This is an optimization exercise on Yosys and OpenROAD, whose aim is small area, a short achievable clock period and few clock cycles, not a production implementation. The RTL was checked by simulation tests, not by an equivalence proof against the original design. Power and IR drop assume default switching activity.

==> run a: inputs <==
==> flow/design.v (excerpt) <==
module modbus_rtu (
    input  wire        clk,
    input  wire        rst,
    input  wire        tick,
    input  wire        rx_valid,
    input  wire [7:0]  rx_data,
    input  wire        tx_ready,
    input  wire        bus_sel,
    input  wire        bus_we,
    input  wire [1:0]  bus_size,
    input  wire [11:0] bus_addr,
    input  wire [31:0] bus_wdata,
    output reg         done,
    output reg  [31:0] bus_rdata,
    output reg         bus_err,
    output reg         tx_valid,
    output reg  [7:0]  tx_data,
    output wire        irq,
    output wire        rx_enable
);
    localparam [31:0] ID_VALUE = 32'h4D42_5207;
    localparam [2:0] S_OFF  = 3'd0,
                     S_INIT = 3'd1,
                     S_IDLE = 3'd2,
                     S_RECV = 3'd3,
                     S_WAIT = 3'd4,
                     S_EMIT = 3'd5;
    reg [2:0]  state;
    reg        rd_rdy, crc_ok, txie, abandon;
    reg        f_tx_done, f_noise, f_rx_ovf, f_drop, f_cmd_err, f_cfg_err;
    reg        ie3;                       
    reg [5:0]  ie_hi;                     
    reg [15:0] t15, t35;
    reg        tmr15_en, tmr35_en;
    reg [15:0] tmr15_cnt, tmr35_cnt;
    reg [511:0] rxb;                      
    reg [511:0] txb;                      
    reg [6:0]  rx_len, tx_len, tx_cur;
    reg [15:0] crc;
    reg [31:0] st_rx, st_tx, st_noise, st_ovf, st_drop;
    reg [15:0] rc2;
    reg [7:0]  rba, rbb;
    reg [6:0]  tk;
    reg [15:0] tkc;
    reg        busy, wtx, wv;
    reg [5:0]  aq;
    reg [6:0]  wn;                        
    reg [7:0]  wb;
    reg        rdslow;
    wire held = (state == S_WAIT) && rd_rdy;
    assign rx_enable = (state == S_INIT) || (state == S_IDLE) ||
                       (state == S_RECV) || (state == S_WAIT);
    wire [13:0] status = {f_cfg_err, f_cmd_err, f_drop, f_rx_ovf, f_noise,
                          f_tx_done, abandon, rx_enable, txie, crc_ok, rd_rdy, state};
    assign irq = |({status[13:8], status[3]} & {ie_hi, ie3});
    wire [31:0] rxev_sel = (state == S_RECV) ? st_ovf : (rd_rdy ? st_drop : st_noise);
    wire [31:0] rxev_inc = (&rxev_sel) ? rxev_sel : rxev_sel + 32'd1;
    wire [31:0] tkev_sel = (state == S_EMIT) ? st_tx : st_rx;
    wire [31:0] tkev_inc = (&tkev_sel) ? tkev_sel : tkev_sel + 32'd1;
    wire go      = !busy && !wv && !rdslow;
  ...
Settings: LEC_CHECK=0, CAP_MARGIN=20, CORE_MARGIN=2, CORE_UTILIZATION=40, SETUP_SLACK_MARGIN=5, SLEW_MARGIN=20; clock period 10.0 ns.
run.sh (not shown) runs the stock make flow with config.mk's settings and CLKGATE_MAP_FILE= SYNTH_SCRIPT=/design/flow/synth_recipe.tcl, a recipe that flattens the netlist after the stock synthesis.
==> inputs of run b, as changes to run a <==
--- a/flow/design.v
+++ b/flow/design.v
@@ -110,52 +110,54 @@
                            c_init || c_crx || c_ctx || c_clr);
     wire        emit   = (state == S_EMIT);
     wire        ahold  = busy || rdslow;
     wire [63:0] bdec   = 64'd1 << bidx;
     wire [5:0]  ri     = ahold ? aq : tx_cur[5:0];
     wire [63:0] rdec   = 64'd1 << ri;
-    wire [63:0] rx_sel = ({64{!busy}} & bdec) | ({64{busy}} & rdec);
+    wire [63:0] rx_live = ~(64'hFFFF_FFFF_FFFF_FFFF << rx_len);
+    wire [63:0] rx_sel = rx_live & (({64{!busy}} & bdec) | ({64{busy}} & rdec));
     wire [63:0] tx_sel = ({64{!ahold && !emit}} & bdec) | ({64{ahold || emit}} & rdec);
     reg [7:0] rx_rd, tx_rd;
     integer k;
     always @(*) begin
         rx_rd = 8'd0;
         tx_rd = 8'd0;
         for (k = 0; k < 64; k = k + 1) begin
             rx_rd = rx_rd | (rxb[8*k +: 8] & {8{rx_sel[k]}});
             tx_rd = tx_rd | (txb[8*k +: 8] & {8{tx_sel[k]}});
         end
     end
-    reg [31:0] rd_value;
+    wire       rd_base = (bus_size == 2'd2) && (bus_addr[1:0] == 2'b00) && !bus_we;
+    wire       rd_rxb  = rd_base && a_rxbuf;
+    wire       rd_txb  = rd_base && a_txbuf;
+    wire       rd_reg  = rd_base && a_low;
+    reg [31:0] reg_value;
     always @(*) begin
-        rd_value = 32'd0;
-        if (a_rxbuf)
-            rd_value = ({1'b0, bidx} < rx_len) ? {24'd0, rx_rd} : 32'd0;
-        else if (a_txbuf)
-            rd_value = {24'd0, tx_rd};
-        else
             case (bus_addr[7:0])
-                8'h00: rd_value = ID_VALUE;
-                8'h04: rd_value = {18'd0, status};
-                8'h08: rd_value = {18'd0, ie_hi, 4'd0, ie3, 3'd0};
-                8'h10: rd_value = {16'd0, t15};
-                8'h14: rd_value = {16'd0, t35};
-                8'h18: rd_value = {25'd0, rx_len};
-                8'h1C: rd_value = {25'd0, tx_len};
-                8'h20: rd_value = {25'd0, tx_cur};
-                8'h24: rd_value = {15'd0, tmr15_en, tmr15_cnt};
-                8'h28: rd_value = {15'd0, tmr35_en, tmr35_cnt};
-                8'h2C: rd_value = {16'd0, crc};
-                8'h40: rd_value = st_rx;
-                8'h44: rd_value = st_tx;
-                8'h48: rd_value = st_noise;
-                8'h4C: rd_value = st_ovf;
-                8'h50: rd_value = st_drop;
-                default: rd_value = 32'd0;
+                8'h00: reg_value = ID_VALUE;
+                8'h04: reg_value = {18'd0, status};
+                8'h08: reg_value = {18'd0, ie_hi, 4'd0, ie3, 3'd0};
+                8'h10: reg_value = {16'd0, t15};
+                8'h14: reg_value = {16'd0, t35};
+                8'h18: reg_value = {25'd0, rx_len};
+                8'h1C: reg_value = {25'd0, tx_len};
+                8'h20: reg_value = {25'd0, tx_cur};
+                8'h24: reg_value = {15'd0, tmr15_en, tmr15_cnt};
+                8'h28: reg_value = {15'd0, tmr35_en, tmr35_cnt};
+                8'h2C: reg_value = {16'd0, crc};
+                8'h40: reg_value = st_rx;
+                8'h44: reg_value = st_tx;
+                8'h48: reg_value = st_noise;
+                8'h4C: reg_value = st_ovf;
+                8'h50: reg_value = st_drop;
+                default: reg_value = 32'd0;
             endcase
     end
+    wire [31:0] rd_value = ({32{rd_rxb}} & {24'd0, rx_rd}) |
+                           ({32{rd_txb}} & {24'd0, tx_rd}) |
+                           ({32{rd_reg}} & reg_value);
     wire [15:0] crc_nx;
     crc16_byte u_crc (.crc_in(crc), .data(wv ? wb : bus_wdata[7:0]), .crc_out(crc_nx));
     wire [15:0] tkc_nx, tkc_first;
     crc16_byte u_tkc   (.crc_in(tkc),      .data(bus_wdata[7:0]), .crc_out(tkc_nx));
     crc16_byte u_tkc0  (.crc_in(16'hFFFF), .data(bus_wdata[7:0]), .crc_out(tkc_first));
     wire [15:0] rc2_nx;
@@ -362,13 +364,13 @@
                     end
                 end
             end
             if (do_bus) begin
                 done      <= 1'b1;
                 bus_err   <= !legal;
-                bus_rdata <= (legal && !bus_we) ? rd_value : 32'd0;
+                bus_rdata <= rd_value;
                 if (legal && !bus_we && a_txbuf && emit) begin
                     done   <= 1'b0;
                     rdslow <= 1'b1;
                     aq     <= bidx;
                 end
                 if (wr_ok) begin
Settings changed: CTS_CLUSTER_DIAMETER set to 70, CTS_CLUSTER_SIZE set to 24.
==> notes.md <==
Initial Utilization=0.401; worst reg2reg path depth=12; CP Buf/Inv Count=4; pre-CTS WS=3010 ps; CTS Buf Count=103; final worst-path cycle share=0.518; largest net degree at the start of global routing=83; Cell Int Power=8.83 mW; status=timing/DRC/antenna clean; Worst Path Required=10620 ps; met3 WL=37600 um; dpl cell area=70600 um2; post-synthesis mux area share=0.0145; DIE HEIGHT=410 um; Hold Crit Start=bus_rdata[15]
the above is filed under run b

==> notes.md <==
Cell Int Power=10.0 mW; CP Buf/Inv Count=5; Hold Crit Start=st_rx[22]; met3 WL=43400 um; dpl cell area=71900 um2; CTS Buf Count=159; Initial Utilization=0.402; status=timing/DRC/antenna clean; DIE HEIGHT=411 um; final worst-path cycle share=0.514; Worst Path Required=10710 ps; largest net degree at the start of global routing=95; worst reg2reg path depth=13
the above is filed under run a

Testbench counts of run a, summed over its fixed seeds: cycles 10,758.
Testbench counts of run b, summed over its fixed seeds: cycles 10,758.

[separate check: timing with driven ports]
The flow's constraints put no driver on any port. The routed layouts listed below were extracted and timed again, unchanged, in two steps. Step 1 sets driving cells, clkbuf_16 on the clock port and buf_2 on the other inputs (assumed; they add their load-dependent delay and slew). Step 2 times the ports against the registers' clock, not the clock port: input delays grow and output delays shrink by t, the midpoint of the rising clock arrivals with the driver on. Slacks: ideal ports / drivers / drivers and shift; pairs: ideal ports / drivers.
run	t, ns	setup slack, ns	worst data-port slew with drivers (ns)	pins driven straight from the clock port
run a	0.922	4.862 / 4.925 / 4.003	0.16	1
run b	0.858	4.825 / 4.806 / 3.948	0.19	1
After both steps setup and hold are still met in every run listed. The setup slack of run b, which loses most, moves by -0.019 ns with the drivers and by -0.877 ns with both steps.
